Context: an optimization exercise on an open-source flow, tuned for small area, a short achievable clock period and few clock cycles. The choices shown serve that exercise and are no tape-out recipe.
Function was not checked in any run shown here: the RTL went through the layout flow alone.
Power figures rest on the tool's default switching activity, not on a simulated workload.

===== flow/config.mk =====
export PLATFORM = sky130hd
export DESIGN_NAME = zedmd_scaler
export DESIGN_NICKNAME = zedmd_scaler
export VERILOG_FILES = /design/flow/design.v
export SDC_FILE = /design/flow/constraint.sdc
export NUM_CORES = 4
export LEC_CHECK = 0
export CAP_MARGIN = 20
export CORE_MARGIN = 2
export CORE_UTILIZATION = 40
export PLACE_DENSITY = 0.6
export SETUP_SLACK_MARGIN = 5
export SLEW_MARGIN = 20

===== flow/constraint.sdc =====
create_clock -name core_clock -period 9.5 [get_ports {clk}]
set_input_delay 1.9000 -clock core_clock [delete_from_list [all_inputs] [get_ports {clk}]]
set_output_delay 1.9000 -clock core_clock [all_outputs]
set_load 0.01 [all_outputs]

===== flow/run.sh =====
#!/bin/bash
# synth_recipe.tcl (not shown) runs the flow's synth.tcl, then flattens the netlist and writes it again
# the make line also repeats each setting of config.mk as NAME=value (left out here)
make -C /OpenROAD-flow-scripts/flow DESIGN_CONFIG=/design/flow/config.mk WORK_HOME=/design/flow/orfs CLKGATE_MAP_FILE= SYNTH_SCRIPT=/design/flow/synth_recipe.tcl finish

===== flow/design.v =====
module zedmd_mode_sel (
    input  wire        aus,
    input  wire        ads,
    input  wire [15:0] lw,
    input  wire [15:0] lh,
    input  wire [15:0] nw,
    input  wire [15:0] nh,
    output reg  [2:0]  mode,
    output reg  [5:0]  xoff,
    output reg  [4:0]  yoff,
    output wire        geom_ok
);
    reg [17:0] cw, chh;
    always @(*) begin
        if (aus && lw == 16'd192 && nw == 16'd256)      mode = 3'd1;
        else if (ads && lw == 16'd192)                  mode = 3'd2;
        else if (aus && lh == 16'd16 && nh == 16'd32)   mode = 3'd3;
        else if (aus && lh == 16'd16 && nh == 16'd64)   mode = 3'd4;
        else if (ads && lw == 16'd256 && nw == 16'd128) mode = 3'd5;
        else if (aus && lw == 16'd128 && nw == 16'd256) mode = 3'd6;
        else                                            mode = 3'd7;
        case (mode)
            3'd1:    begin xoff = 6'd32; yoff = 5'd0;  end
            3'd2:    begin xoff = 6'd16; yoff = 5'd0;  end
            3'd3:    begin xoff = 6'd0;  yoff = 5'd8;  end
            3'd4:    begin xoff = 6'd0;  yoff = 5'd16; end
            default: begin xoff = 6'd0;  yoff = 5'd0;  end
        endcase
        case (mode)
            3'd2, 3'd5: begin cw = {3'b0, lw[15:1]}; chh = {3'b0, lh[15:1]}; end
            3'd4, 3'd6: begin cw = {1'b0, lw, 1'b0}; chh = {1'b0, lh, 1'b0}; end
            default:    begin cw = {2'b0, lw};       chh = {2'b0, lh};       end
        endcase
    end
    assign geom_ok = (mode == 3'd7) ? (lw == nw && lh == nh)
                   : ((cw + {12'd0, xoff} <= {2'b0, nw}) && (chh + {13'd0, yoff} <= {2'b0, nh}));
endmodule
module zedmd_half_pick (
    input  wire       eq_ul_ll,
    input  wire       eq_ul_ur,
    input  wire       eq_ll_ur,
    input  wire       eq_ul_lr,
    input  wire       eq_ll_lr,
    input  wire       eq_ur_lr,
    input  wire       left,
    input  wire       top,
    output reg  [1:0] pick
);
    localparam UL = 2'd0, LL = 2'd1, UR = 2'd2, LR = 2'd3;
    reg       qa, qb, qc, ab, ac, bc;
    reg [1:0] q, a, b;
    always @(*) begin
        case ({top, left})
            2'b11: begin q = UL; a = UR; b = LL;
                         qa = eq_ul_ur; qb = eq_ul_ll; qc = eq_ul_lr;
                         ab = eq_ll_ur; ac = eq_ur_lr; bc = eq_ll_lr; end
            2'b10: begin q = UR; a = UL; b = LR;
                         qa = eq_ul_ur; qb = eq_ur_lr; qc = eq_ll_ur;
                         ab = eq_ul_lr; ac = eq_ul_ll; bc = eq_ll_lr; end
            2'b01: begin q = LL; a = LR; b = UL;
                         qa = eq_ll_lr; qb = eq_ul_ll; qc = eq_ll_ur;
                         ab = eq_ul_lr; ac = eq_ur_lr; bc = eq_ul_ur; end
            default: begin q = LR; a = LL; b = UR;
                         qa = eq_ll_lr; qb = eq_ur_lr; qc = eq_ul_lr;
                         ab = eq_ll_ur; ac = eq_ul_ll; bc = eq_ul_ur; end
        endcase
        if (qa || qb || qc)  pick = q;
        else if (ab || ac)   pick = a;
        else if (bc)         pick = b;
        else                 pick = q;
    end
endmodule
module zedmd_scale2x (
    input  wire       eq_db,
    input  wire       eq_df,
    input  wire       eq_bf,
    input  wire       eq_dh,
    input  wire       eq_hf,
    input  wire       eq_bh,
    output wire [3:0] sel
);
    wire edge_dir = !eq_bh && !eq_df;
    assign sel[0] = edge_dir && eq_db;
    assign sel[1] = edge_dir && eq_dh;
    assign sel[2] = edge_dir && eq_bf;
    assign sel[3] = edge_dir && eq_hf;
endmodule
module zedmd_scaler (
    input  wire        clk,
    input  wire        rst,
    input  wire        start,
    input  wire [15:0] cfg_lw,
    input  wire [15:0] cfg_lh,
    input  wire [15:0] cfg_nw,
    input  wire [15:0] cfg_nh,
    input  wire        cfg_aus,
    input  wire        cfg_ads,
    input  wire        cfg_rgb,
    output wire        busy,
    output wire        done,
    output reg  [2:0]  mode,
    output reg         geom_err,
    output wire        rd_req,
    output reg  [13:0] rd_addr,
    input  wire        rd_ready,
    input  wire [23:0] rd_data,
    output wire        wr_en,
    output wire [13:0] wr_addr,
    output reg  [23:0] wr_data,
    input  wire        wr_ready
);
    localparam P_ZTOP = 4'd0;    
    localparam P_SPAN = 4'd1;    
    localparam P_GAP  = 4'd2;    
    localparam P_GAPL = 4'd3;    
    localparam P_BOT  = 4'd4;    
    localparam P_MT   = 4'd5;    
    localparam P_MB   = 4'd6;    
    localparam P_G    = 4'd7;    
    localparam P_GE   = 4'd8;    
    localparam P_PRE1 = 4'd9;    
    localparam P_PRE2 = 4'd10;   
    localparam P_PRE3 = 4'd11;   
    localparam P_FIN  = 4'd12;
    localparam O_NOP = 4'd0;
    localparam O_ZR  = 4'd1;     
    localparam O_ZT  = 4'd2;     
    localparam O_ZB  = 4'd3;     
    localparam O_WE  = 4'd4;     
    localparam O_WF  = 4'd5;     
    localparam O_TL  = 4'd6;     
    localparam O_BL  = 4'd7;     
    localparam O_TR  = 4'd8;     
    localparam O_BR  = 4'd9;     
    localparam O_ROT = 4'd10;    
    localparam O_G   = 4'd11;    
    localparam T_E  = 3'd0;      
    localparam T_F  = 3'd1;      
    localparam T_E0 = 3'd2;      
    localparam T_B  = 3'd3;      
    localparam T_D  = 3'd4;      
    localparam T_H  = 3'd5;      
    localparam T_Q  = 3'd6;      
    function [13:0] f_inc(input [13:0] a);
        integer i;
        reg c;
        begin
            c = 1'b1;
            for (i = 0; i < 14; i = i + 1) begin
                f_inc[i] = a[i] ^ c;
                c = c & a[i];
            end
        end
    endfunction
    function [13:0] f_dec(input [13:0] a);
        integer i;
        reg b;
        begin
            b = 1'b1;
            for (i = 0; i < 14; i = i + 1) begin
                f_dec[i] = a[i] ^ b;
                b = b & !a[i];
            end
        end
    endfunction
    function [13:0] f_add(input [13:0] a, input [13:0] b);
        integer i;
        reg c;
        begin
            c = 1'b0;
            for (i = 0; i < 14; i = i + 1) begin
                f_add[i] = a[i] ^ b[i] ^ c;
                c = (a[i] & b[i]) | (c & (a[i] ^ b[i]));
            end
        end
    endfunction
    function [17:0] f_sub(input [17:0] a, input [17:0] b);
        integer i;
        reg c;
        begin
            c = 1'b1;
            for (i = 0; i < 18; i = i + 1) begin
                f_sub[i] = a[i] ^ !b[i] ^ c;
                c = (a[i] & !b[i]) | (c & (a[i] ^ !b[i]));
            end
        end
    endfunction
    function f_gt(input [13:0] a, input [13:0] b);
        integer i;
        reg g;
        begin
            g = 1'b0;
            for (i = 0; i < 14; i = i + 1)
                g = (a[i] & !b[i]) | (!(a[i] ^ b[i]) & g);
            f_gt = g;
        end
    endfunction
    reg s_idle, s_init1, s_init2, s_run, s_done;
    reg [14:0] lw, lh, nw, nh;
    reg        aus, ads, rgb;
    reg        half, dbl;
    wire [2:0] sel_mode;
    wire [5:0] sel_xoff;
    wire [4:0] sel_yoff;
    wire       sel_geom_ok;
    zedmd_mode_sel u_mode_sel (
        .aus(aus), .ads(ads),
        .lw({1'b0, lw}), .lh({1'b0, lh}), .nw({1'b0, nw}), .nh({1'b0, nh}),
        .mode(sel_mode), .xoff(sel_xoff), .yoff(sel_yoff),
        .geom_ok(sel_geom_ok)
    );
    wire m1 = (mode == 3'd1);
    wire m2 = (mode == 3'd2);
    wire m3 = (mode == 3'd3);
    wire m4 = (mode == 3'd4);
    wire m7 = (mode == 3'd7);
    wire [5:0] xoff = m1 ? 6'd32 : m2 ? 6'd16 : 6'd0;
    wire [14:0] units = half ? {1'b0, lw[14:1]} : lw;    
    wire [14:0] rows  = half ? {1'b0, lh[14:1]} : lh;    
    wire [16:0] cwn   = half ? {3'b0, lw[14:1]} : dbl ? {1'b0, lw, 1'b0} : {2'b0, lw};
    wire [16:0] chn   = half ? {3'b0, lh[14:1]} : dbl ? {1'b0, lh, 1'b0} : {2'b0, lh};
    wire [17:0] gap_w = f_sub({3'b0, nw}, {1'b0, cwn});        
    wire [17:0] hgt_w = f_sub({3'b0, nh}, {1'b0, chn});        
    wire        w_ok  = !gap_w[17] && (!m2 || gap_w[16:4] != 13'd0);
    wire        h_ok  = !hgt_w[17];
    wire        geom_ok = m7 ? (gap_w == 18'd0 && hgt_w == 18'd0) : (w_ok && h_ok);
    wire [13:0] bmarg = m3 ? 14'd8 : m4 ? 14'd16 : hgt_w[13:0];    
    wire [13:0] top_len = m4 ? {nw[9:0], 4'd0}
                        : m3 ? {nw[10:0], 3'd0}
                        : (rows != 15'd0) ? {8'd0, xoff} : 14'd0;
    wire        gap_zero = (gap_w[13:0] == 14'd0);
    wire        gapl_zero = (gap_w[13:0] == {8'd0, xoff});
    wire        bm_zero  = (bmarg == 14'd0);
    wire accept = (s_idle || s_done) && start;
    assign busy = s_init1 || s_init2 || s_run;
    assign done = s_done;
    wire fire = s_run && rd_ready && wr_ready;
    reg [3:0]  ph;
    reg [1:0]  sub;
    reg [13:0] cnt;       
    reg [13:0] rcnt;      
    reg [13:0] p0, p1, p2;
    reg        pp, frow, y0;
    reg        rq;        
    reg [2:0]  rs;        
    reg [2:0]  rtag;      
    wire c_last = (cnt == 14'd1);
    wire c_more = (cnt[13:1] != 13'd0);    
    wire r_more = (rcnt[13:1] != 13'd0);   
    always @(*) begin
        case (1'b1)
            rs[1]:   rd_addr = p1;
            rs[2]:   rd_addr = p2;
            default: rd_addr = p0;
        endcase
    end
    wire [13:0] inc = f_inc(rd_addr);
    assign rd_req = rq;
    reg [3:0] la_op;
    always @(*) begin
        la_op = O_NOP;
        case (ph)
            P_ZTOP, P_GAP, P_GAPL, P_BOT: la_op = O_ZR;
            P_MT:       la_op = O_ZT;
            P_MB:       la_op = O_ZB;
            P_G, P_GE:  la_op = O_G;
            P_PRE3:     la_op = O_ROT;
            P_SPAN: begin
                if (dbl)
                    la_op = (sub == 2'd0) ? O_TL : (sub == 2'd1) ? O_BL : (sub == 2'd2) ? O_TR : O_BR;
                else if (half)
                    la_op = (sub == 2'd3) ? O_WF : O_NOP;
                else
                    la_op = pp ? O_WF : O_WE;
            end
            default: ;
        endcase
    end
    wire [13:0] cnt_dec  = f_dec(cnt);
    wire [13:0] rcnt_dec = f_dec(rcnt);
    reg [3:0]  ph_n;
    reg [1:0]  sub_n;
    reg [13:0] cnt_n, rcnt_n, p0_n, p1_n, p2_n;
    reg        pp_n, frow_n, y0_n;
    always @(*) begin
        ph_n = ph; sub_n = sub; cnt_n = cnt; rcnt_n = rcnt;
        p0_n = p0; p1_n = p1; p2_n = p2;
        pp_n = pp; frow_n = frow; y0_n = y0;
        if (s_init2) begin
            sub_n  = 2'd0;
            p0_n   = 14'd0;
            p1_n   = 14'd0;
            p2_n   = (rows == 15'd1) ? 14'd0 : lw[13:0];
            pp_n   = 1'b0;
            frow_n = 1'b1;
            y0_n   = 1'b1;
            rcnt_n = rows[13:0];
            if (!geom_ok)
                ph_n = P_FIN;
            else if (top_len != 14'd0) begin
                ph_n  = P_ZTOP;
                cnt_n = top_len;
            end else if (rows == 15'd0) begin
                ph_n   = P_BOT;          
                cnt_n  = nw[13:0];
                rcnt_n = bmarg;
            end else begin
                ph_n  = dbl ? P_G : P_SPAN;
                cnt_n = units[13:0];
            end
        end else begin
            case (ph)
                P_ZTOP: begin
                    cnt_n = cnt_dec;
                    if (c_last) begin
                        ph_n  = dbl ? P_G : P_SPAN;
                        cnt_n = units[13:0];
                    end
                end
                P_GAP: begin
                    cnt_n = cnt_dec;
                    if (c_last) begin
                        ph_n  = P_SPAN;
                        cnt_n = units[13:0];
                    end
                end
                P_GAPL: begin
                    cnt_n = cnt_dec;
                    if (cnt == (m1 ? 14'd33 : m2 ? 14'd17 : 14'd1)) begin
                        ph_n   = bm_zero ? P_FIN : P_BOT;
                        cnt_n  = nw[13:0];
                        rcnt_n = bmarg;
                    end
                end
                P_BOT: begin
                    cnt_n = cnt_dec;
                    if (c_last) begin
                        cnt_n  = nw[13:0];
                        rcnt_n = rcnt_dec;
                        if (rcnt == 14'd1) ph_n = P_FIN;
                    end
                end
                P_MT: begin
                    cnt_n = cnt_dec;
                    if (c_last) begin
                        ph_n  = P_MB;
                        cnt_n = gap_w[13:0];
                    end
                end
                P_MB: begin
                    cnt_n = cnt_dec;
                    if (c_last) ph_n = r_more ? P_G : P_GE;
                end
                P_G: begin
                    cnt_n  = units[13:0];
                    ph_n   = P_PRE1;
                    frow_n = 1'b0;
                    if (!frow) begin
                        rcnt_n = rcnt_dec;
                        y0_n   = 1'b0;
                        p1_n   = inc;                        
                        if (y0) p0_n = 14'd0;
                        if (rcnt == 14'd2) p2_n = inc;
                    end
                end
                P_GE: begin
                    ph_n   = bm_zero ? P_FIN : P_BOT;
                    cnt_n  = nw[13:0];
                    rcnt_n = bmarg;
                end
                P_PRE1: begin
                    if (c_more) p1_n = inc;
                    ph_n = P_PRE2;
                end
                P_PRE2: begin
                    p0_n = inc;
                    ph_n = P_PRE3;
                end
                P_PRE3: begin
                    if (cnt[13:1] != 13'd0 && cnt != 14'd2) p1_n = inc;    
                    ph_n  = P_SPAN;
                    sub_n = 2'd0;
                end
                P_SPAN: begin
                    if (dbl) begin
                        sub_n = sub + 2'd1;
                        case (sub)
                            2'd0: p2_n = inc;
                            2'd1: ;
                            2'd2: if (!c_last) p0_n = inc;
                            default: begin
                                if (cnt[13:2] != 12'd0) p1_n = inc;    
                                if (c_last) begin
                                    if (!gap_zero) begin
                                        ph_n  = P_MT;
                                        cnt_n = gap_w[13:0];
                                    end else
                                        ph_n = r_more ? P_G : P_GE;
                                end else
                                    cnt_n = cnt_dec;
                            end
                        endcase
                    end else begin
                        if (half) begin
                            sub_n = sub + 2'd1;
                            case (sub)
                                2'd0: begin p0_n = inc; p1_n = f_add(p0, lw[13:0]); end
                                2'd1: p1_n = inc;
                                2'd2: p0_n = inc;
                                default: if (c_last) p0_n = inc;    
                            endcase
                        end else begin
                            p0_n = inc;
                            pp_n = !pp;
                        end
                        if (!half || sub == 2'd3) begin
                            if (c_last) begin
                                cnt_n = units[13:0];
                                if (r_more) begin
                                    rcnt_n = rcnt_dec;
                                    if (!gap_zero) begin
                                        ph_n  = P_GAP;
                                        cnt_n = gap_w[13:0];
                                    end
                                end else if (!gapl_zero) begin
                                    ph_n  = P_GAPL;
                                    cnt_n = gap_w[13:0];
                                end else begin
                                    ph_n   = bm_zero ? P_FIN : P_BOT;
                                    cnt_n  = nw[13:0];
                                    rcnt_n = bmarg;
                                end
                            end else
                                cnt_n = cnt_dec;
                        end
                    end
                end
                default: ;
            endcase
        end
    end
    reg        rq_n;
    reg [2:0]  rs_n;
    reg [2:0]  rtag_n;
    wire       c_last_n = (cnt_n == 14'd1);
    always @(*) begin
        rq_n   = 1'b0;
        rs_n   = 3'b001;
        rtag_n = T_E;
        case (ph_n)
            P_G:    rs_n = 3'b010;
            P_PRE1: begin rq_n = 1'b1; rs_n = 3'b010; rtag_n = T_E0; end
            P_PRE2: begin rq_n = 1'b1; rs_n = 3'b001; rtag_n = T_B;  end
            P_PRE3: begin rq_n = 1'b1; rs_n = 3'b010; rtag_n = T_D;  end
            P_SPAN: begin
                if (dbl) begin
                    case (sub_n)
                        2'd0: begin rq_n = 1'b1;      rs_n = 3'b100; rtag_n = T_H; end
                        2'd1: ;
                        2'd2: begin rq_n = !c_last_n; rs_n = 3'b001; rtag_n = T_B; end
                        default: begin rq_n = !c_last_n; rs_n = 3'b010; rtag_n = T_D; end
                    endcase
                end else if (half) begin
                    rq_n = 1'b1;
                    case (sub_n)
                        2'd0: begin rs_n = 3'b001; rtag_n = T_E; end
                        2'd1: begin rs_n = 3'b010; rtag_n = T_B; end
                        2'd2: begin rs_n = 3'b001; rtag_n = T_D; end
                        default: begin rs_n = 3'b010; rtag_n = T_Q; end
                    endcase
                end else begin
                    rq_n   = 1'b1;
                    rs_n   = 3'b001;
                    rtag_n = pp_n ? T_F : T_E;
                end
            end
            default: ;
        endcase
    end
    wire hs_left = f_gt(cnt, m2 ? 14'd48 : 14'd64);
    wire hs_top  = f_gt(rcnt, lh[14:2]);
    reg [3:0] dl1;
    reg       w_en, w_wb, w_zr, w_g, w_rot;
    reg       w_e, w_f, w_tl, w_bl, w_tr, w_br;
    function is_wr(input [3:0] op);
        is_wr = (op != O_NOP) && (op != O_ROT) && (op != O_G);
    endfunction
    always @(posedge clk) begin
        if (rst) begin
            s_idle   <= 1'b1;
            s_init1  <= 1'b0;
            s_init2  <= 1'b0;
            s_run    <= 1'b0;
            s_done   <= 1'b0;
            mode     <= 3'd0;
            geom_err <= 1'b0;
        end else begin
            if (accept) begin
                lw      <= cfg_lw[14:0];
                lh      <= cfg_lh[14:0];
                nw      <= cfg_nw[14:0];
                nh      <= cfg_nh[14:0];
                aus     <= cfg_aus;
                ads     <= cfg_ads;
                rgb     <= cfg_rgb;
            end
            if (s_idle || s_done) begin
                s_idle  <= !accept;
                s_done  <= 1'b0;
                s_init1 <= accept;
            end
            if (s_init1) begin
                mode    <= sel_mode;
                half    <= (sel_mode == 3'd2) || (sel_mode == 3'd5);
                dbl     <= (sel_mode == 3'd4) || (sel_mode == 3'd6);
                s_init1 <= 1'b0;
                s_init2 <= 1'b1;
            end
            if (s_init2) begin
                geom_err <= !geom_ok;
                s_init2  <= 1'b0;
                s_run    <= geom_ok;
                s_done   <= !geom_ok;
            end
            if (fire && ph == P_FIN && !is_wr(dl1)) begin
                s_run  <= 1'b0;
                s_done <= 1'b1;
            end
        end
    end
    always @(posedge clk) begin
        if (s_init2 || fire) begin
            ph   <= ph_n;
            sub  <= sub_n;
            cnt  <= cnt_n;
            rcnt <= rcnt_n;
            p0   <= p0_n;
            p1   <= p1_n;
            p2   <= p2_n;
            pp   <= pp_n;
            frow <= frow_n;
            y0   <= y0_n;
            rs   <= rs_n;
            rtag <= rtag_n;
        end
    end
    always @(posedge clk) begin
        if (rst || s_init2) begin
            rq    <= 1'b0;
            dl1   <= O_NOP;
            w_en  <= 1'b0;
            w_zr  <= 1'b0;
            w_g   <= 1'b0;
            w_rot <= 1'b0;
        end
        if (s_init2 && !rst)
            rq <= rq_n;
        if (fire && !rst) begin
            rq    <= rq_n;
            dl1   <= la_op;
            w_en  <= is_wr(dl1);
            w_wb  <= (dl1 == O_ZB) || (dl1 == O_BL) || (dl1 == O_BR);
            w_zr  <= (dl1 == O_ZR);
            w_g   <= (dl1 == O_G);
            w_rot <= (dl1 == O_BR) || (dl1 == O_ROT);
            w_e   <= (dl1 == O_WE);
            w_f   <= (dl1 == O_WF);
            w_tl  <= (dl1 == O_TL);
            w_bl  <= (dl1 == O_BL);
            w_tr  <= (dl1 == O_TR);
            w_br  <= (dl1 == O_BR);
        end
    end
    reg        arr_v;
    reg [2:0]  arr_tag;
    reg        arr_left, arr_top;
    always @(posedge clk) begin
        if (rst) arr_v <= 1'b0;
        else     arr_v <= fire && rq;
        arr_tag  <= rtag;
        arr_left <= hs_left;
        arr_top  <= hs_top;
    end
    reg [23:0] pd, pe, pf, pb;
    reg        fa, fb, fc, fd, fe, ff;
    reg [3:0]  csel;
    wire cE = (rd_data[7:0] == pe[7:0]) && (!rgb || rd_data[23:8] == pe[23:8]);
    wire cB = (rd_data[7:0] == pb[7:0]) && (!rgb || rd_data[23:8] == pb[23:8]);
    wire cD = (rd_data[7:0] == pd[7:0]) && (!rgb || rd_data[23:8] == pd[23:8]);
    wire [1:0] pk [0:7];
    genvar k;
    generate
        for (k = 0; k < 8; k = k + 1) begin : g_pick
            zedmd_half_pick u_half_pick (
                .eq_ul_ll(fa), .eq_ul_ur(fb), .eq_ll_ur(fc),
                .eq_ul_lr(k[2] != 0), .eq_ll_lr(k[1] != 0), .eq_ur_lr(k[0] != 0),
                .left(arr_left), .top(arr_top), .pick(pk[k])
            );
        end
    endgenerate
    wire [1:0] pick = pk[{cE, cB, cD}];
    reg [23:0] pick_pix;
    always @(*) begin
        case (pick)
            2'd0:    pick_pix = pe;
            2'd1:    pick_pix = pb;
            2'd2:    pick_pix = pd;
            default: pick_pix = rd_data;
        endcase
    end
    wire hbyp = arr_v && (arr_tag == T_H);
    wire [3:0] sel_now;
    zedmd_scale2x u_scale2x (
        .eq_db(fa), .eq_df(fb), .eq_bf(fc),
        .eq_dh(hbyp ? cE : fd), .eq_hf(hbyp ? cD : fe), .eq_bh(hbyp ? cB : ff),
        .sel(sel_now)
    );
    wire rot = fire && w_rot;
    always @(posedge clk) begin
        if (rot) begin
            pd   <= pe;
            pe   <= pf;
            pf   <= pd;
            csel <= sel_now;
        end
        if (arr_v) begin
            case (arr_tag)
                T_E:  pe <= rd_data;
                T_F:  pf <= rd_data;
                T_E0: begin pe <= rd_data; pf <= rd_data; end
                T_B:  begin pb <= rd_data; fa <= cE; end
                T_D:  begin pd <= rd_data; fb <= cE; fc <= cB; end
                T_H:  begin fd <= cE; fe <= cD; ff <= cB; end
                T_Q:  pf <= pick_pix;
                default: ;
            endcase
        end
    end
    reg [13:0] wt, wb;
    assign wr_en   = w_en;
    assign wr_addr = w_wb ? wb : wt;
    wire [13:0] winc = f_inc(wr_addr);
    wire sel_d = (w_tl && csel[0]) || (w_bl && csel[1]);
    wire sel_f = w_f || (w_tr && csel[2]) || (w_br && csel[3]);
    wire sel_e = w_e || (w_tl && !csel[0]) || (w_bl && !csel[1])
                     || (w_tr && !csel[2]) || (w_br && !csel[3]);
    always @(*) begin
        wr_data = ({24{sel_d}} & pd) | ({24{sel_e}} & pe) | ({24{sel_f}} & pf);
    end
    always @(posedge clk) begin
        if (s_init2) begin
            wt <= 14'd0;
            wb <= 14'd0;
        end else if (fire) begin
            if (w_g) begin
                wt <= wb;
                wb <= f_add(wb, nw[13:0]);
            end else if (w_en) begin
                if (!w_wb || w_zr) wt <= winc;
                if (w_wb || w_zr)  wb <= winc;
            end
        end
    end
endmodule

==> results of run 1 <==
cells in the mapped netlist, drive strengths merged (7+ instances only):
library cell | number | share of area [%]
inv | 130 | 2.2
a22o | 9 | 0.35
xnor2 | 39 | 1.5
o22ai | 17 | 0.53
mux2 | 19 | 0.94
a22oi | 11 | 0.42
nor4b | 8 | 0.31
a221o | 30 | 1.3
nand2 | 284 | 4.7
clkbuf | 137 | 2.3
buf | 49 | 1.3
nor3b | 11 | 0.36
mux4 | 24 | 2.4
nor3 | 40 | 0.88
nor2b | 29 | 0.80
a21o | 17 | 0.56
o21bai | 8 | 0.26
a222oi | 26 | 1.1
dfxtp | 115 | 10
ha | 86 | 4.7
a311oi | 12 | 0.46
a221oi | 9 | 0.35
nor2 | 178 | 2.9
or2 | 33 | 0.91
or4 | 8 | 0.26
nand2b | 16 | 0.44
edfxtp | 199 | 26
o21ai | 176 | 3.9
a21oi | 168 | 3.7
a31oi | 32 | 0.88
a211o | 7 | 0.27
fa | 52 | 4.6
xor2 | 42 | 1.6
o221ai | 10 | 0.39
mux2i | 130 | 5.7
and2 | 14 | 0.39
o31ai | 14 | 0.49
nor4 | 57 | 1.6
and3 | 7 | 0.20
o211ai | 11 | 0.36
nand3 | 34 | 0.77
or3 | 20 | 0.55
nand4 | 22 | 0.61
a211oi | 51 | 1.7
a32oi | 7 | 0.27
sequential cells by signal, indices dropped and copies added (netlist names), 15 cells and up:
| signal | count |
|---|---|
| lh | 15 |
| lw | 15 |
| nh | 15 |
| nw | 15 |
| pb | 24 |
| pd | 24 |
| pe | 24 |
| pf | 24 |
kinds of logic (layout without fill, tap and decap cells):
| family | Yosys count | after routing | share of synthesized area [%] |
|---|---|---|---|
| adder cells (fa/ha/maj) | 138 | 138 | 9.34 |
| buffers and inverters | 317 | 511 | 5.76 |
| multiplexers | 173 | 173 | 9.12 |
| XOR/XNOR | 81 | 81 | 3.13 |
| AND/OR/NAND/NOR | 785 | 787 | 16.7 |
| AO/OA/AOI/OAI | 665 | 666 | 19.4 |
| flip-flops | 314 | 314 | 36.5 |
metrics by stage:
stage / power [W] / cell area, um^2 / hold slack (ns) / std cells / util [%]
after floorplan: 0.00193 / 23100 / 0.323 / 2473 / -
after global placement: 0.00214 / 25200 / 0.331 / 3270 / 44.9
after detailed placement: 0.00215 / 25200 / 0.331 / 3270 / 44.9
after CTS: 0.00372 / 27600 / 0.344 / 3394 / 49.1
after global routing: 0.00386 / 28200 / 0.362 / 3426 / 50.2
final: 0.00372 / 28200 / 0.342 / 3426 / 50.2
repair_timing:
item,CTS,global route
buffers inserted,45,30
gates resized for setup,239,104
cloned,6,2
hold buffers,0,0
endpoints found under the setup margin,153,141
pin swaps,66,58
per-layer routing:
| metal | routed length [um] | global-route usage [%] |
|---|---|---|
| met1 | 33800 | 35.4 |
| met2 | 39800 | 46.4 |
| met3 | 6270 | 4.95 |
| met4 | 4880 | 14.3 |
| met5 | 0 | 0 |
report_power, final:
part | total [W] | internal [W] | switching, W | leakage, nW
Sequential | 0.00157 | 0.00151 | 0.0000626 | 2.77
Combinational | 0.000625 | 0.000281 | 0.000344 | 7.26
Clock | 0.00153 | 0.000892 | 0.000636 | 0.638
Total | 0.00372 | 0.00268 | 0.00104 | 10.7
layout make-up:
type / instances / area [um^2]
Fill cell: 5218 / 28000
Clock buffer: 51 / 1070
Sequential cell: 314 / 8280
Tap cell: 756 / 946
Timing Repair Buffer: 307 / 3050
Clock inverter: 22 / 240
Inverter: 131 / 504
Multi-Input combinational cell: 1845 / 14100
worst max-delay path, delay by kind of cell, from the launching register on:
kind	cells	cell delay (ns)
AO/OA/AOI/OAI	6	1.26
adder cells (fa/ha/maj)	16	5.23
buffers and inverters	6	0.46
flip-flops	1	0.43
AND/OR/NAND/NOR	5	1.38
worst max-delay path by stage:
| stage | start | end | cells after the start |
|---|---|---|---|
| finish | half$_DFFE_PP_ | rq$_DFFE_PP_ | 33 |
| CTS | half$_DFFE_PP_ | rq$_DFFE_PP_ | 32 |
| global route | half$_DFFE_PP_ | rq$_DFFE_PP_ | 33 |
| global placement | half$_DFFE_PP_ | rq$_DFFE_PP_ | 32 |
| detailed placement | half$_DFFE_PP_ | rq$_DFFE_PP_ | 32 |
| floorplan | half$_DFFE_PP_ | rq$_DFFE_PP_ | 36 |
==> out/summary.txt, run 1 <==
# IOs: 156
Critical path startpoint category: flop
Via count: 21100
Syn Inst Count: 2473
Pwr Density: 132 nW/um^2
Later-pin clock latency in the skew report: 0.60 ns
Vias per cell: 6.14
Post-Syn Area: 22700 um^2
Clk buf depth: 3
Share of layout cells above drive strength 1: 19.2%
Predominant post-synthesis flop cell: edfxtp_1
Reg-to-reg slack, setup: 0.48 ns
Gr ovfl total: 0
Most common cell after layout, fill and taps aside: nand2_1
Hold Path Depth: 0
Max_slew headroom: 20.0%
HPWL after detailed placement: 58.0 mm
Final Hold Fails: 0
Most frequent cells in the layout: nand2_1, edfxtp_1, nor2_1
Die Wd: 242 um
Max Cap Viol: 0
Fin crit share: 94.9%
Leakage: 10.7 nW
Slew at the pin with the worst max-slew slack: 1.20 ns
TNS Setup: 0 ns
Final setup violation count: 0
Crit-path most repeated cell: fa_2
#FFs+latches synth: 314
Max FO, Critical Path: 7
CP arrival: 9.35 ns
1st-iter DRT viols: 2035
Layout area overhead: 24.4%
CP max stage cell: or4bb_4
Synth warn: 3
Largest net degree at the start of global routing: 66
Total track usage: 28.1%
RePlAce Congestion: 1.01
WS Path Type: flop to flop
Seq/Total Area, Yosys: 36.5%
DRT antenna net count: 0
Hold Startpoint: rtag[2]$_DFFE_PP_
Worst Hold Endpoint: arr_tag[2]$_DFF_P_
Status: complete, no violations
Worst reg2reg path startpoint: half$_DFFE_PP_
Synth cell types: 92
Row count: 87
Port-buffer cells: 151
CTS Buf Count: 40
Fin crit period: 9.02 ns
Fin nets: 2873
First-pass GRT wire length: 127 mm
Residual DRC count: 0
Worst min-delay path category: flop to flop
Initial core utilization: 40.4%
Asr flop ratio synth: 0%
Post-Route WL: 84.8 mm
H-tree depth: 2
Antenna cells: 0
DR WL/cell: 24.7 um
CP Capture Type: flop
Number of global-route vias before repair: 20500
Post-Syn Area per Cell: 9.17 um^2
Core ar.: 56200 um^2
RSZ-0062 raised after global routing: true
Worst IR Drop VDD: 0.000130 V
Max incr delay on CP: 0.55 ns
Die ar.: 58600 um^2
Pre-CTS setup slack: 0.214 ns
CP required: 9.84 ns
Die H: 242 um
R2R depth: 33
CTS root buf: clkbuf_16
Clock tree sinks: 314
Drt first pass iters: 7
Final worst slack: 0.483 ns
Number of flops mapped to enable cells by yosys: 199
Reg2reg end: rq$_DFFE_PP_
Max Clk Rate: 111 MHz
Slew Viols, Final: 0
CTS tree: built
Initial antenna violation count: 1
Clock-pin slew on the worst setup and hold paths: 0.06 ns
Clock Skews: 0.0353 ns
Syn nets: 2707
==> run 2: changes to the inputs <==
==> flow/flow/run.sh (new file) <==
#!/bin/bash
export BUFFER_PORTS_ARGS="-buffer_cell sky130_fd_sc_hd__buf_4"
bash standard.sh > standard.log 2>&1
==> flow/standard.sh (new file) <==
#!/bin/bash
# synth_recipe.tcl (not shown) runs the flow's synth.tcl, then flattens the netlist and writes it again
# the make line also repeats each setting of config.mk as NAME=value (left out here)
make -C /OpenROAD-flow-scripts/flow DESIGN_CONFIG=/design/flow/config.mk WORK_HOME=/design/flow/orfs CLKGATE_MAP_FILE= SYNTH_SCRIPT=/design/flow/synth_recipe.tcl "${@:-finish}"
removed: flow/run.sh
==> run 2 against run 1 <==
  * Still clean on timing, DRC and antenna
  * Maximum frequency grew 1.6%
  * Core utilization shrank 0.70 points
  * Die area is the same
  * Sequential share of layout area grew 0.41 points
  * First-iteration DRC count shrank 15%
  * Critical path type unchanged
  * Largest cell class unchanged
  * Highest routed layer unchanged
==> out/summary.txt, run 2 <==
Worst min-delay path category: flop to flop
Later-pin clock latency in the skew report: 0.59 ns
Initial core utilization: 40.4%
Share of layout cells above drive strength 1: 23.7%
Max Cap Viol: 0
1st-iter DRT viols: 1732
Layout area overhead: 22.7%
CTS Buf Count: 39
Yosys top cell area share: 26.4%
Total track usage: 28.5%
# IOs: 156
Pre-CTS setup slack: 0.306 ns
Clock Skews: 0.0235 ns
Top post-synthesis cells by area: edfxtp_1, dfxtp_1, mux2i_1, ha_1, nand2_1
Fin crit period: 8.88 ns
Gr ovfl total: 0
Syn nets: 2707
Hold Startpoint: rtag[2]$_DFFE_PP_
Synth warn: 3
First-pass GRT wire length: 129 mm
Number of flops mapped to enable cells by yosys: 199
CP max stage cell: or4bb_4
Final worst slack: 0.625 ns
Die Wd: 242 um
Leakage: 10.6 nW
Max_slew headroom: 30.1%
CP arrival: 9.22 ns
Number of global-route vias before repair: 21100
Asr flop ratio synth: 0%
Syn Inst Count: 2473
Initial antenna violation count: 0
Core ar.: 56200 um^2
Residual DRC count: 0
CTS tree: built
Max Clk Rate: 113 MHz
Die H: 242 um
DR WL/cell: 25.0 um
Hold-fix buffer count after cts: 0
Max incr delay on CP: 0.53 ns
Slew at the pin with the worst max-slew slack: 1.03 ns
Drt first pass iters: 6
Critical path startpoint category: flop
Fin crit share: 93.4%
Antenna cells: 0
CP Capture Type: flop
Synth cell types: 92
Overall power: 0.00365 W
Status: complete, no violations
Largest net degree at the start of global routing: 83
Predominant post-synthesis flop cell: edfxtp_1
Crit-path most repeated cell: fa_2
Most common cell after layout, fill and taps aside: nand2_1
Post-Route WL: 85.4 mm
Die ar.: 58600 um^2
WS Path Type: flop to flop
Post-Syn Area: 22700 um^2
Pwr Density: 131 nW/um^2
TNS Setup: 0 ns
Fill cells: 5261
CP Launch Point: half$_DFFE_PP_
Final setup violation count: 0
Vias per cell: 6.20
Cell with the most instances after synthesis: nand2_1
Most frequent cells after synthesis: nand2_1, edfxtp_1, nor2_1, o21ai_0, a21oi_1
#FFs+latches synth: 314
Clk buf depth: 3
DRT antenna net count: 0
Final Hold Fails: 0
RSZ-0062 raised after global routing: true
Seq/Total Area, Yosys: 36.5%
Worst reg2reg path startpoint: half$_DFFE_PP_
CTS root buf: clkbuf_16
Clock tree sinks: 314
Most frequent cells in the layout: nand2_1, buf_4, edfxtp_1
Port-buffer cells: 151
Row count: 87
RePlAce Congestion: 0.992
Post-Syn Area per Cell: 9.17 um^2
H-tree depth: 2
Fin nets: 2869
Slew Viols, Final: 0
HPWL after detailed placement: 57.7 mm
Area leader, netlist: edfxtp_1
Max FO, Critical Path: 5
Via count: 21200
Fin Hold WS: 0.341 ns
Worst IR Drop VDD: 0.000110 V
Clock-pin slew on the worst setup and hold paths: 0.06 ns
CP required: 9.84 ns
## run 2: cell count changes in the layout (fill, tap and decap cells not counted), sizes merged, moves of 2 or more
cell / before / now
bufbuf: 0 / 2
clkbuf: 64 / 57
bufinv: 3 / 1
buf: 172 / 301
dlygate4sd2: 9 / 0
inv: 134 / 131
clkdlybuf4s50: 103 / 0
dlymetal6s2s: 10 / 0
## run 2: final timing paths
kind	end	slack [ns]	depth (start not counted)
worst max register to register	rq$_DFFE_PP_	0.62	32
worst min register to register	arr_tag[2]$_DFF_P_	0.34	0
worst min-delay path	arr_tag[2]$_DFF_P_	0.34	0
worst max-delay path	rq$_DFFE_PP_	0.62	32
## run 2: through the flow
stage / cells / area, um^2 / util, %
floorplan: 2473 / 23100 / -
global placement: 3263 / 24800 / 44.2
detailed placement: 3263 / 24800 / 44.2
finish: 3421 / 27800 / 49.5
global route: 3421 / 27800 / 49.5
CTS: 3401 / 27300 / 48.6
## run 2: cells by family after synthesis
logic type | after synthesis | share of synthesized area, %
adders and majority gates | 138 | 9.34
AOI/OAI and AO/OA | 665 | 19.4
and+or+nand+nor | 785 | 16.7
xor gates and xnor gates | 81 | 3.13
muxes | 173 | 9.12
DFF | 314 | 36.5
buffers and inverters | 317 | 5.76
## run 2: what timing repair did
action,in CTS,in global routing
setup endpoints to repair,145,125
gates cloned,9,1
pin swaps,79,54
buffers inserted,58,19
resized for setup,133,62
## run 2: worst max-delay path: cells and delay by family (launching register included)
family | cells | cell delay (ns)
adder cells (fa/ha/maj) | 16 | 5.07
AND/OR/NAND/NOR | 7 | 1.98
AO/OA/AOI/OAI | 4 | 0.82
flip-flops | 1 | 0.49
buffers and inverters | 5 | 0.27
## run 2: layout make-up
cell class                 instances  area (um^2)  area share [%]
clock buffer                      55         1080            3.87
sequential                       314         8280            29.8
inverter                         131          493            1.77
timing repair buffer             305         2760            9.93
clock inverter                    16          146           0.526
tap                              756          946            3.40
multi-input combinational       1844        14100            50.7
## run 2: metal layers
layer  GRT usage (%)  wire length [um]  share of wire [%]
met1            35.7             34100                 40
met2            47.2             40000                 47
met3            4.93              6350                7.4
met4            14.9              5050                5.9
met5               0                 0                  0
## run 2: report_power, final
part,switching (W),internal (W)
registers,0.0000618,0.00151
clock network,0.000635,0.000825
logic,0.000348,0.000275
==> run 3: changes to the inputs <==
--- a/flow/design.v
+++ b/flow/design.v
@@ -143,96 +143,58 @@
     localparam T_Q  = 3'd6;      
     function [13:0] f_inc(input [13:0] a);
         integer i;
-        reg c;
         begin
-            c = 1'b1;
-            for (i = 0; i < 14; i = i + 1) begin
-                f_inc[i] = a[i] ^ c;
-                c = c & a[i];
-            end
+            for (i = 0; i < 14; i = i + 1)
+                f_inc[i] = a[i] ^ ((a & ((14'd1 << i) - 14'd1)) == ((14'd1 << i) - 14'd1));
         end
     endfunction
     function [13:0] f_dec(input [13:0] a);
         integer i;
-        reg b;
-        begin
-            b = 1'b1;
-            for (i = 0; i < 14; i = i + 1) begin
-                f_dec[i] = a[i] ^ b;
-                b = b & !a[i];
-            end
-        end
-    endfunction
-    function [13:0] f_add(input [13:0] a, input [13:0] b);
-        integer i;
-        reg c;
         begin
-            c = 1'b0;
-            for (i = 0; i < 14; i = i + 1) begin
-                f_add[i] = a[i] ^ b[i] ^ c;
-                c = (a[i] & b[i]) | (c & (a[i] ^ b[i]));
-            end
-        end
-    endfunction
-    function [17:0] f_sub(input [17:0] a, input [17:0] b);
-        integer i;
-        reg c;
-        begin
-            c = 1'b1;
-            for (i = 0; i < 18; i = i + 1) begin
-                f_sub[i] = a[i] ^ !b[i] ^ c;
-                c = (a[i] & !b[i]) | (c & (a[i] ^ !b[i]));
-            end
-        end
-    endfunction
-    function f_gt(input [13:0] a, input [13:0] b);
-        integer i;
-        reg g;
-        begin
-            g = 1'b0;
             for (i = 0; i < 14; i = i + 1)
-                g = (a[i] & !b[i]) | (!(a[i] ^ b[i]) & g);
-            f_gt = g;
+                f_dec[i] = a[i] ^ ((a & ((14'd1 << i) - 14'd1)) == 14'd0);
         end
     endfunction
-    reg s_idle, s_init1, s_init2, s_run, s_done;
-    reg [14:0] lw, lh, nw, nh;
-    reg        aus, ads, rgb;
+    reg s_idle, s_init, s_run, s_done;
+    reg [15:0] cw, ch;
+    reg [14:0] nw, nh;
+    reg        rgb;
     reg        half, dbl;
     wire [2:0] sel_mode;
     wire [5:0] sel_xoff;
     wire [4:0] sel_yoff;
     wire       sel_geom_ok;
     zedmd_mode_sel u_mode_sel (
-        .aus(aus), .ads(ads),
-        .lw({1'b0, lw}), .lh({1'b0, lh}), .nw({1'b0, nw}), .nh({1'b0, nh}),
+        .aus(cfg_aus), .ads(cfg_ads),
+        .lw(cfg_lw), .lh(cfg_lh), .nw(cfg_nw), .nh(cfg_nh),
         .mode(sel_mode), .xoff(sel_xoff), .yoff(sel_yoff),
         .geom_ok(sel_geom_ok)
     );
+    wire sel_half = (sel_mode == 3'd2) || (sel_mode == 3'd5);
+    wire sel_dbl  = (sel_mode == 3'd4) || (sel_mode == 3'd6);
     wire m1 = (mode == 3'd1);
     wire m2 = (mode == 3'd2);
     wire m3 = (mode == 3'd3);
     wire m4 = (mode == 3'd4);
     wire m7 = (mode == 3'd7);
     wire [5:0] xoff = m1 ? 6'd32 : m2 ? 6'd16 : 6'd0;
-    wire [14:0] units = half ? {1'b0, lw[14:1]} : lw;    
-    wire [14:0] rows  = half ? {1'b0, lh[14:1]} : lh;    
-    wire [16:0] cwn   = half ? {3'b0, lw[14:1]} : dbl ? {1'b0, lw, 1'b0} : {2'b0, lw};
-    wire [16:0] chn   = half ? {3'b0, lh[14:1]} : dbl ? {1'b0, lh, 1'b0} : {2'b0, lh};
-    wire [17:0] gap_w = f_sub({3'b0, nw}, {1'b0, cwn});        
-    wire [17:0] hgt_w = f_sub({3'b0, nh}, {1'b0, chn});        
+    wire [14:0] units = dbl ? cw[15:1] : cw[14:0];       
+    wire [14:0] rows  = dbl ? ch[15:1] : ch[14:0];       
+    wire [13:0] lw14  = half ? {cw[12:0], 1'b0} : cw[14:1];    
+    wire [17:0] gap_w = {3'b0, nw} - {2'b0, cw};         
+    wire [17:0] hgt_w = {3'b0, nh} - {2'b0, ch};         
     wire        w_ok  = !gap_w[17] && (!m2 || gap_w[16:4] != 13'd0);
     wire        h_ok  = !hgt_w[17];
     wire        geom_ok = m7 ? (gap_w == 18'd0 && hgt_w == 18'd0) : (w_ok && h_ok);
-    wire [13:0] bmarg = m3 ? 14'd8 : m4 ? 14'd16 : hgt_w[13:0];    
+    wire [7:0]  bmarg_w = m3 ? 8'd8 : m4 ? 8'd16 : hgt_w[7:0];    
     wire [13:0] top_len = m4 ? {nw[9:0], 4'd0}
                         : m3 ? {nw[10:0], 3'd0}
                         : (rows != 15'd0) ? {8'd0, xoff} : 14'd0;
-    wire        gap_zero = (gap_w[13:0] == 14'd0);
-    wire        gapl_zero = (gap_w[13:0] == {8'd0, xoff});
-    wire        bm_zero  = (bmarg == 14'd0);
+    reg  [13:0] gap;
+    reg  [7:0]  bmarg;
+    reg         gap_zero, gapl_zero, bm_zero;
     wire accept = (s_idle || s_done) && start;
-    assign busy = s_init1 || s_init2 || s_run;
+    assign busy = s_init || s_run;
     assign done = s_done;
     wire fire = s_run && rd_ready && wr_ready;
     reg [3:0]  ph;
@@ -286,11 +248,11 @@
         ph_n = ph; sub_n = sub; cnt_n = cnt; rcnt_n = rcnt;
         p0_n = p0; p1_n = p1; p2_n = p2;
         pp_n = pp; frow_n = frow; y0_n = y0;
-        if (s_init2) begin
+        if (s_init) begin
             sub_n  = 2'd0;
             p0_n   = 14'd0;
             p1_n   = 14'd0;
-            p2_n   = (rows == 15'd1) ? 14'd0 : lw[13:0];
+            p2_n   = (rows == 15'd1) ? 14'd0 : lw14;
             pp_n   = 1'b0;
             frow_n = 1'b1;
             y0_n   = 1'b1;
@@ -303,7 +265,7 @@
             end else if (rows == 15'd0) begin
                 ph_n   = P_BOT;          
                 cnt_n  = nw[13:0];
-                rcnt_n = bmarg;
+                rcnt_n = {6'd0, bmarg_w};
             end else begin
                 ph_n  = dbl ? P_G : P_SPAN;
                 cnt_n = units[13:0];
@@ -329,7 +291,7 @@
                     if (cnt == (m1 ? 14'd33 : m2 ? 14'd17 : 14'd1)) begin
                         ph_n   = bm_zero ? P_FIN : P_BOT;
                         cnt_n  = nw[13:0];
-                        rcnt_n = bmarg;
+                        rcnt_n = {6'd0, bmarg};
                     end
                 end
                 P_BOT: begin
@@ -344,7 +306,7 @@
                     cnt_n = cnt_dec;
                     if (c_last) begin
                         ph_n  = P_MB;
-                        cnt_n = gap_w[13:0];
+                        cnt_n = gap;
                     end
                 end
                 P_MB: begin
@@ -366,7 +328,7 @@
                 P_GE: begin
                     ph_n   = bm_zero ? P_FIN : P_BOT;
                     cnt_n  = nw[13:0];
-                    rcnt_n = bmarg;
+                    rcnt_n = {6'd0, bmarg};
                 end
                 P_PRE1: begin
                     if (c_more) p1_n = inc;
@@ -393,7 +355,7 @@
                                 if (c_last) begin
                                     if (!gap_zero) begin
                                         ph_n  = P_MT;
-                                        cnt_n = gap_w[13:0];
+                                        cnt_n = gap;
                                     end else
                                         ph_n = r_more ? P_G : P_GE;
                                 end else
@@ -404,7 +366,7 @@
                         if (half) begin
                             sub_n = sub + 2'd1;
                             case (sub)
-                                2'd0: begin p0_n = inc; p1_n = f_add(p0, lw[13:0]); end
+                                2'd0: begin p0_n = inc; p1_n = p0 + lw14; end
                                 2'd1: p1_n = inc;
                                 2'd2: p0_n = inc;
                                 default: if (c_last) p0_n = inc;    
@@ -420,15 +382,15 @@
                                     rcnt_n = rcnt_dec;
                                     if (!gap_zero) begin
                                         ph_n  = P_GAP;
-                                        cnt_n = gap_w[13:0];
+                                        cnt_n = gap;
                                     end
                                 end else if (!gapl_zero) begin
                                     ph_n  = P_GAPL;
-                                    cnt_n = gap_w[13:0];
+                                    cnt_n = gap;
                                 end else begin
                                     ph_n   = bm_zero ? P_FIN : P_BOT;
                                     cnt_n  = nw[13:0];
-                                    rcnt_n = bmarg;
+                                    rcnt_n = {6'd0, bmarg};
                                 end
                             end else
                                 cnt_n = cnt_dec;
@@ -477,8 +439,8 @@
             default: ;
         endcase
     end
-    wire hs_left = f_gt(cnt, m2 ? 14'd48 : 14'd64);
-    wire hs_top  = f_gt(rcnt, lh[14:2]);
+    wire hs_left = (cnt > (m2 ? 14'd48 : 14'd64));
+    wire hs_top  = (rcnt > ch[14:1]);
     reg [3:0] dl1;
     reg       w_en, w_wb, w_zr, w_g, w_rot;
     reg       w_e, w_f, w_tl, w_bl, w_tr, w_br;
@@ -488,37 +450,35 @@
     always @(posedge clk) begin
         if (rst) begin
             s_idle   <= 1'b1;
-            s_init1  <= 1'b0;
-            s_init2  <= 1'b0;
+            s_init   <= 1'b0;
             s_run    <= 1'b0;
             s_done   <= 1'b0;
             mode     <= 3'd0;
             geom_err <= 1'b0;
         end else begin
             if (accept) begin
-                lw      <= cfg_lw[14:0];
-                lh      <= cfg_lh[14:0];
-                nw      <= cfg_nw[14:0];
-                nh      <= cfg_nh[14:0];
-                aus     <= cfg_aus;
-                ads     <= cfg_ads;
-                rgb     <= cfg_rgb;
+                mode <= sel_mode;
+                half <= sel_half;
+                dbl  <= sel_dbl;
+                cw   <= sel_half ? {1'b0, cfg_lw[15:1]} : sel_dbl ? {cfg_lw[14:0], 1'b0} : cfg_lw;
+                ch   <= sel_half ? {1'b0, cfg_lh[15:1]} : sel_dbl ? {cfg_lh[14:0], 1'b0} : cfg_lh;
+                nw   <= cfg_nw[14:0];
+                nh   <= cfg_nh[14:0];
+                rgb  <= cfg_rgb;
             end
             if (s_idle || s_done) begin
-                s_idle  <= !accept;
-                s_done  <= 1'b0;
-                s_init1 <= accept;
-            end
-            if (s_init1) begin
-                mode    <= sel_mode;
-                half    <= (sel_mode == 3'd2) || (sel_mode == 3'd5);
-                dbl     <= (sel_mode == 3'd4) || (sel_mode == 3'd6);
-                s_init1 <= 1'b0;
-                s_init2 <= 1'b1;
-            end
-            if (s_init2) begin
+                s_idle <= !accept;
+                s_done <= 1'b0;
+                s_init <= accept;
+            end
+            if (s_init) begin
+                gap       <= gap_w[13:0];
+                bmarg     <= bmarg_w;
+                gap_zero  <= (gap_w[13:0] == 14'd0);
+                gapl_zero <= (gap_w[13:0] == {8'd0, xoff});
+                bm_zero   <= (bmarg_w == 8'd0);
                 geom_err <= !geom_ok;
-                s_init2  <= 1'b0;
+                s_init   <= 1'b0;
                 s_run    <= geom_ok;
                 s_done   <= !geom_ok;
             end
@@ -529,7 +489,7 @@
         end
     end
     always @(posedge clk) begin
-        if (s_init2 || fire) begin
+        if (s_init || fire) begin
             ph   <= ph_n;
             sub  <= sub_n;
             cnt  <= cnt_n;
@@ -545,7 +505,7 @@
         end
     end
     always @(posedge clk) begin
-        if (rst || s_init2) begin
+        if (rst || s_init) begin
             rq    <= 1'b0;
             dl1   <= O_NOP;
             w_en  <= 1'b0;
@@ -553,7 +513,7 @@
             w_g   <= 1'b0;
             w_rot <= 1'b0;
         end
-        if (s_init2 && !rst)
+        if (s_init && !rst)
             rq <= rq_n;
         if (fire && !rst) begin
             rq    <= rq_n;
@@ -648,13 +608,13 @@
         wr_data = ({24{sel_d}} & pd) | ({24{sel_e}} & pe) | ({24{sel_f}} & pf);
     end
     always @(posedge clk) begin
-        if (s_init2) begin
+        if (s_init) begin
             wt <= 14'd0;
             wb <= 14'd0;
         end else if (fire) begin
             if (w_g) begin
                 wt <= wb;
-                wb <= f_add(wb, nw[13:0]);
+                wb <= wb + nw[13:0];
             end else if (w_en) begin
                 if (!w_wb || w_zr) wt <= winc;
                 if (w_wb || w_zr)  wb <= winc;
==> flow/run.sh (new file) <==
#!/bin/bash
# synth_recipe.tcl (not shown) runs the flow's synth.tcl, then flattens the netlist and writes it again
# the make line also repeats each setting of config.mk as NAME=value (left out here)
make -C /OpenROAD-flow-scripts/flow DESIGN_CONFIG=/design/flow/config.mk WORK_HOME=/design/flow/orfs CLKGATE_MAP_FILE= SYNTH_SCRIPT=/design/flow/synth_recipe.tcl finish
removed: flow/flow/run.sh
removed: flow/standard.sh
==> run 3 against run 2 <==
  * Hold slack worse by 0.0032 ns
  * Combinational power increased by 26%
  * Clock skew is 0.011 ns higher
  * Final cell count is 8.8% higher
  * Die area up 7.3%
  * Routed wire length rose by 5.6%
  * Clock-buffer cell count down 2
  * Final area up 5.3%
  * Sequential share of layout area increased by 0.98 points
  * Highest routed layer unchanged
==> out/summary.txt, run 3 <==
Via count: 23400
Flop pwr share: 41.7%
Asr flop ratio synth: 0%
1st-iter DRT viols: 2794
Hold Path Depth: 0
Most frequent cells in the layout: nand2_1, o21ai_0, edfxtp_1
Area leader, netlist: edfxtp_1
Top post-synthesis cells by area: edfxtp_1, dfxtp_1, ha_1, o21ai_0, mux2i_1
DRT antenna net count: 0
Critical path startpoint category: flop
CP required: 9.83 ns
CTS Buf Count: 42
Pwr Density: 141 nW/um^2
RSZ-0062 raised after global routing: true
H-tree depth: 2
WS Path Type: flop to flop
Port-buffer cells: 155
Predominant post-synthesis flop cell: edfxtp_1
#FFs+latches synth: 338
Leakage: 11.0 nW
Layout area overhead: 20.3%
Row count: 90
Slew Viols, Final: 0
Die H: 251 um
Max FO, Critical Path: 9
Max Cap Viol: 0
CTS tree: built
Number of global-route vias before repair: 22600
Gr ovfl total: 0
Hold Startpoint: rtag[0]$_DFFE_PN_
Synth warn: 3
Largest net degree at the start of global routing: 77
Syn Inst Count: 2787
Post-Syn Area per Cell: 8.74 um^2
Initial core utilization: 40.4%
Core ar.: 60200 um^2
Switching Fraction: 29.3%
Clock-pin slew on the worst setup and hold paths: 0.07 ns
Drt first pass iters: 7
Max_slew headroom: 23.6%
Cell with the most instances after synthesis: nand2_1
RePlAce Congestion: 1.09
Sw Pwr: 0.00121 W
TNS Setup: 0 ns
Fin crit share: 49.9%
Die ar.: 62900 um^2
Final Hold Fails: 0
Worst Hold Endpoint: arr_tag[0]$_DFF_P_
Worst IR Drop VDD: 0.000134 V
Overall power: 0.00414 W
Hold-fix buffer count after cts: 0
Residual DRC count: 0
Seq/Total Area, Yosys: 37.0%
Most frequent cells after synthesis: nand2_1, o21ai_0, edfxtp_1, nor2_1, a21oi_1
CTS root buf: clkbuf_16
Reg-to-reg slack, setup: 4.76 ns
Fin crit period: 4.74 ns
Final setup violation count: 0
CP arrival: 5.07 ns
Total track usage: 27.6%
R2R depth: 15
CP Launch Point: cnt[1]$_DFFE_PN_
Vias per cell: 6.28
Status: complete, no violations
Syn nets: 2992
Fin nets: 3112
DR WL/cell: 24.2 um
Clk buf depth: 3
Slew at the pin with the worst max-slew slack: 1.15 ns
Die Wd: 251 um
HPWL after detailed placement: 62.2 mm
Initial antenna violation count: 0
Reg2reg end: rq$_DFFE_PP_
Pint: 0.00292 W
Worst reg2reg path startpoint: cnt[1]$_DFFE_PN_
Yosys top cell area share: 27.6%
Most common cell after layout, fill and taps aside: nand2_1
Worst min-delay path category: flop to flop
Comb pwr share: 18.9%
Clock Skews: 0.0346 ns
Number of flops mapped to enable cells by yosys: 224
Later-pin clock latency in the skew report: 0.59 ns
Post-Route WL: 90.2 mm
Clk network pwr share: 39.4%
Synth cell types: 97
Post-Syn Area: 24300 um^2
# IOs: 156
Share of layout cells above drive strength 1: 12.2%
Max Clk Rate: 211 MHz
First-pass GRT wire length: 136 mm
Clock tree sinks: 338
CP Capture Type: flop
-- run 3: cell count changes in the layout (fill, tap and decap cells not counted), sizes merged, moves of 22 or more --
cell / change
o21ai: +83
clkdlybuf4s50: +107
nand2: +22
inv: +31
xor2: +30
buf: -187
nor2: +45
xnor2: +29
fa: -48
a21oi: +32
edfxtp: +25
a211oi: -23
-- run 3: per-stage QoR --
step / area, um^2 / util, % / hold WS, ns / setup WS (ns) / instances
floorplan: 24500 / - / 0.323 / 4.72 / 2787
global placement: 26600 / 44.2 / 0.326 / 3.56 / 3585
detailed placement: 26600 / 44.2 / 0.327 / 3.49 / 3585
CTS: 28900 / 47.9 / 0.340 / 4.86 / 3710
global route: 29300 / 48.6 / 0.361 / 4.71 / 3722
finish: 29300 / 48.6 / 0.338 / 4.76 / 3723
-- run 3: final cells by class --
type	count	area, um^2
antenna	1	2.50
clock buffer	53	1120
clock inverter	24	259
fill	5633	31000
inverter	166	624
multi-input combinational	2103	14800
sequential	338	9010
tap	782	978
timing repair buffer	256	2530
-- run 3: layer usage --
layer | up-vias | global-route usage [%] | share of wire, %
li1 | 10600 | - | -
met1 | 11200 | 35.2 | 40
met2 | 1256 | 44.7 | 46
met3 | 338 | 4.39 | 8.1
met4 | 0 | 15.9 | 6.0
met5 | - | 0 | 0
-- run 3: how the worst max path moves through the flow --
stage,end,slack [ns]
after floorplan,pf[11]$_DFF_P_,4.72
after global placement,pf[11]$_DFF_P_,3.56
after detailed placement,pf[11]$_DFF_P_,3.49
after CTS,rq$_DFFE_PP_,4.86
after global routing,rq$_DFFE_PP_,4.71
final,rq$_DFFE_PP_,4.76
-- run 3: critical path, cell delays in order, from the launching register on --
cell      delay [ns]
edfxtp_1        0.57
inv_1           0.16
ha_1            0.27
nor3b_4         0.33
and4bb_2        0.42
ha_1            0.23
and2_1          0.18
a31oi_1         0.05
o221ai_1        0.26
nor2_1          0.07
o21ai_0         0.17
a31oi_1         0.28
or4_1           0.59
or4b_1          0.49
o311ai_2        0.22
o211ai_1        0.15
-- run 3: cells by family (layout without fill, tap and decap cells) --
logic type,count (synthesis),after routing,share of synthesized area [%]
buffers and inverters,348,499,5.46
adders and majority gates,109,109,5.72
other,0,1,0
and+or+nand+nor,851,853,16.5
muxes,165,165,8.13
AOI/OAI and AO/OA,836,836,22.2
xor gates and xnor gates,140,140,5.04
DFF,338,338,37.0
-- run 3: power groups by stage --
stage | clock [W] | sequential [W] | combinational (W)
after floorplan | 0 | 0.00171 | 0.000473
final | 0.00163 | 0.00172 | 0.000782
after CTS | 0.00165 | 0.00172 | 0.000743
after global placement | 0 | 0.00175 | 0.000693
after detailed placement | 0 | 0.00176 | 0.000703
after global routing | 0.00172 | 0.00173 | 0.000842
-- run 3: what timing repair did --
| action | in CTS | in global routing |
|---|---|---|
| gates cloned | 5 | 3 |
| gates resized for setup | 220 | 71 |
| pin swaps | 53 | 30 |
| buffers inserted | 43 | 9 |
| setup endpoints to repair | 85 | 78 |
==> run 4: changes to the inputs <==
==> flow/flow/run.sh (new file) <==
#!/bin/bash
export BUFFER_PORTS_ARGS="-buffer_cell sky130_fd_sc_hd__buf_4"
bash standard.sh > standard.log 2>&1
==> flow/standard.sh (new file) <==
#!/bin/bash
# synth_recipe.tcl (not shown) runs the flow's synth.tcl, then flattens the netlist and writes it again
# the make line also repeats each setting of config.mk as NAME=value (left out here)
make -C /OpenROAD-flow-scripts/flow DESIGN_CONFIG=/design/flow/config.mk WORK_HOME=/design/flow/orfs CLKGATE_MAP_FILE= SYNTH_SCRIPT=/design/flow/synth_recipe.tcl "${@:-finish}"
removed: flow/run.sh
==> run 4 against run 3 <==
  * Final area decreased by 0.36%
  * Sequential power about the same
  * Critical path depth decreased by 1
  * Highest routed layer unchanged
  * Non-clock buffer count increased by 23
  * Combinational power increased by 1%
  * Via count about the same
  * Still clean
  * Sequential share of layout area increased by 0.11 points
  * Maximum frequency decreased by 4.0%
  * Sequential cell count unchanged
==> out/summary.txt, run 4 <==
Leakage: 11.1 nW
Asr flop ratio synth: 0%
Die Wd: 251 um
Die ar.: 62900 um^2
Drt first pass iters: 7
Residual DRC count: 0
Max Clk Rate: 203 MHz
Area leader, netlist: edfxtp_1
Syn nets: 2992
Fin Hold WS: 0.343 ns
CTS tree: built
Max Cap Viol: 0
Initial core utilization: 40.4%
Worst IR Drop VDD: 0.000113 V
Most frequent cells in the layout: nand2_1, buf_4, o21ai_0
Largest net degree at the start of global routing: 66
Overall power: 0.00419 W
WL met3: 8.10 mm
Fin nets: 3134
Post-Route WL: 90.9 mm
#FFs+latches synth: 338
TNS Setup: 0 ns
Hold Startpoint: rtag[2]$_DFFE_PN_
RSZ-0062 raised after global routing: true
Cell Area, Placed: 26300 um^2
Syn Inst Count: 2787
Clock-pin slew on the worst setup and hold paths: 0.07 ns
Final Hold Fails: 0
Via count: 23400
Clock Skews: 0.0388 ns
Final setup violation count: 0
Post-Syn Area per Cell: 8.74 um^2
CP arrival: 5.25 ns
Met2 Routed Length: 41.3 mm
Cell with the most instances after synthesis: nand2_1
Pwr Density: 143 nW/um^2
Layout area overhead: 19.9%
Clk buf depth: 3
Predominant post-synthesis flop cell: edfxtp_1
DRT antenna net count: 0
Slew at the pin with the worst max-slew slack: 1.14 ns
Total track usage: 28.0%
Highest routed layer: met4
Slew Viols, Final: 0
DR WL/cell: 24.3 um
R2R depth: 14
Worst min-delay path category: flop to flop
Post-Syn Area: 24300 um^2
1st-iter DRT viols: 2594
Number of global-route vias before repair: 22300
Hold Path Depth: 0
Fill cells: 5707
CP required: 9.81 ns
Most common cell after layout, fill and taps aside: nand2_1
Share of layout cells above drive strength 1: 17.7%
WS Path Type: flop to flop
Worst Hold Endpoint: arr_tag[2]$_DFF_P_
Fin crit period: 4.93 ns
Reg-to-reg slack, setup: 4.57 ns
Critical path startpoint category: flop
Vias per cell: 6.24
Final Instance Area: 29200 um^2
Initial antenna violation count: 2
CTS root buf: clkbuf_16
RePlAce Congestion: 1.04
CP Capture Type: flop
Seq/Total Area, Yosys: 37.0%
Synth warn: 3
Number of flops mapped to enable cells by yosys: 224
Die H: 251 um
HPWL after detailed placement: 63.9 mm
CTS Buf Count: 42
Top post-synthesis cells by area: edfxtp_1, dfxtp_1, ha_1, o21ai_0, mux2i_1
WL met1: 36.6 mm
Most frequent cells after synthesis: nand2_1, o21ai_0, edfxtp_1, nor2_1, a21oi_1
Fin crit share: 51.9%
Port-buffer cells: 155
Worst reg2reg path startpoint: cnt[1]$_DFFE_PN_
Later-pin clock latency in the skew report: 0.59 ns
Max FO, Critical Path: 9
Max_slew headroom: 23.0%
H-tree depth: 2
Reg2reg end: rq$_DFFE_PP_
Gr ovfl total: 0
Clock tree sinks: 338
Yosys top cell area share: 27.6%
Synth cell types: 97
Core ar.: 60200 um^2
# IOs: 156
Row count: 90
Status: complete, no violations
First-pass GRT wire length: 136 mm
==> run 4: area by class of cell <==
type	count	area, um^2	share of cell area [%]
multi-input cells	2102	14800	50.8
flip-flops and latches	338	9010	30.9
repair buffers	279	2330	7.98
clock buffers	53	1110	3.81
well taps	782	978	3.35
inverters	166	624	2.14
clock inverters	25	310	1.06
diodes	1	2.50	0.00857
==> run 4: cells by family after synthesis <==
logic type               after synthesis  synth area share [%]
flip-flops                           338                  37.0
adder cells (fa/ha/maj)              109                  5.72
buffers and inverters                348                  5.46
XOR/XNOR                             140                  5.04
AO/OA/AOI/OAI                        836                  22.2
AND/OR/NAND/NOR                      851                  16.5
multiplexers                         165                  8.13
==> run 4: power breakdown <==
group / leakage (nW) / switching, W / internal [W]
sequential: 3.01 / 0.0000772 / 0.00165
clock: 0.693 / 0.000694 / 0.000981
combinational: 7.42 / 0.000469 / 0.000321
==> run 4: critical path, stage by stage, from the launching register on <==
cell and delay [ns]:
edfxtp_1 0.59, inv_1 0.18, ha_1 0.23, nor3b_1 0.28, nand4_1 0.18, nor2_2 0.46, nand4_1 0.48, o21ai_0 0.32
a21oi_1 0.06, inv_1 0.08, a2bb2oi_1 0.16, or4_1 0.57, or4b_1 0.59, o311ai_2 0.32, o211ai_1 0.14
==> run 4: routing by layer <==
layer / vias to the layer above / track usage, %
met2: 1248 / 44.5
li1: 10600 / -
met5: - / 0
met4: 0 / 14.0
met3: 282 / 5.23
met1: 11200 / 36.4
==> run 4: how the worst max path moves through the flow <==
stage	start	endpoint	slack (ns)	cells past startpoint
final	cnt[1]$_DFFE_PN_	rq$_DFFE_PP_	4.57	14
after global routing	nw[0]$_DFFE_PP_	rq$_DFFE_PP_	4.57	18
after CTS	nw[0]$_DFFE_PP_	rq$_DFFE_PP_	4.90	17
after detailed placement	nw[0]$_DFFE_PP_	rq$_DFFE_PP_	3.62	16
after global placement	nw[0]$_DFFE_PP_	rq$_DFFE_PP_	3.76	17
after floorplan	rd_data[18]	pf[11]$_DFF_P_	4.72	13
==> run 4: per-stage QoR <==
| stage | cells | utilization (%) | worst slack (ns) |
|---|---|---|---|
| 6_report | 3746 | 48.4 | 4.57 |
| 3_5_place_dp | 3593 | 43.6 | 3.62 |
| 3_3_place_gp | 3593 | 43.6 | 3.76 |
| 2_1_floorplan | 2787 | - | 4.72 |
| 4_1_cts | 3718 | 47.7 | 4.90 |
| 5_1_grt | 3745 | 48.4 | 4.57 |
==> run 4: timing repair <==
item                       in CTS  in global routing
setup endpoints to repair      82                 36
pin swaps                      32                 39
buffers inserted               43                 26
gates resized for setup       112                 55
hold buffers                    0                  0
gates cloned                    4                  1

-- re-timing with driven ports --
No port has a modelled driver above. Below, the same layouts with a new extraction and two added sets of constraints.
Step 1 sets driving cells, clkbuf_16 on the clock port and buf_2 on the other inputs (assumed; they add their load-dependent delay and slew).
Step 2 moves the port delays by t, midway between the first and last clock arrival at a register: inputs arrive t later, outputs are due t later. That takes back most of the time a late clock gives input paths.
a / b / c = ideal ports / drivers / drivers and shift; a / b = the first two.
run | t (ns) | setup slack, ns | worst hold slack (ns) | worst setup path at the end
run 1 | 0.645 | 0.483 / 0.483 / 0.483 | 0.342 / 0.342 / 0.342 | register to register
run 2 | 0.643 | 0.625 / 0.625 / 0.625 | 0.341 / 0.341 / 0.341 | register to register
run 3 | 0.639 | 4.762 / 4.762 / 4.293 | 0.338 / 0.338 / 0.338 | input to register
run 4 | 0.641 | 4.566 / 4.566 / 4.318 | 0.343 / 0.343 / 0.343 | input to register
After both steps every run listed still meets setup and hold. The setup slack of run 3, which loses most, moves by 0.000 ns with the drivers and by -0.469 ns with both steps.
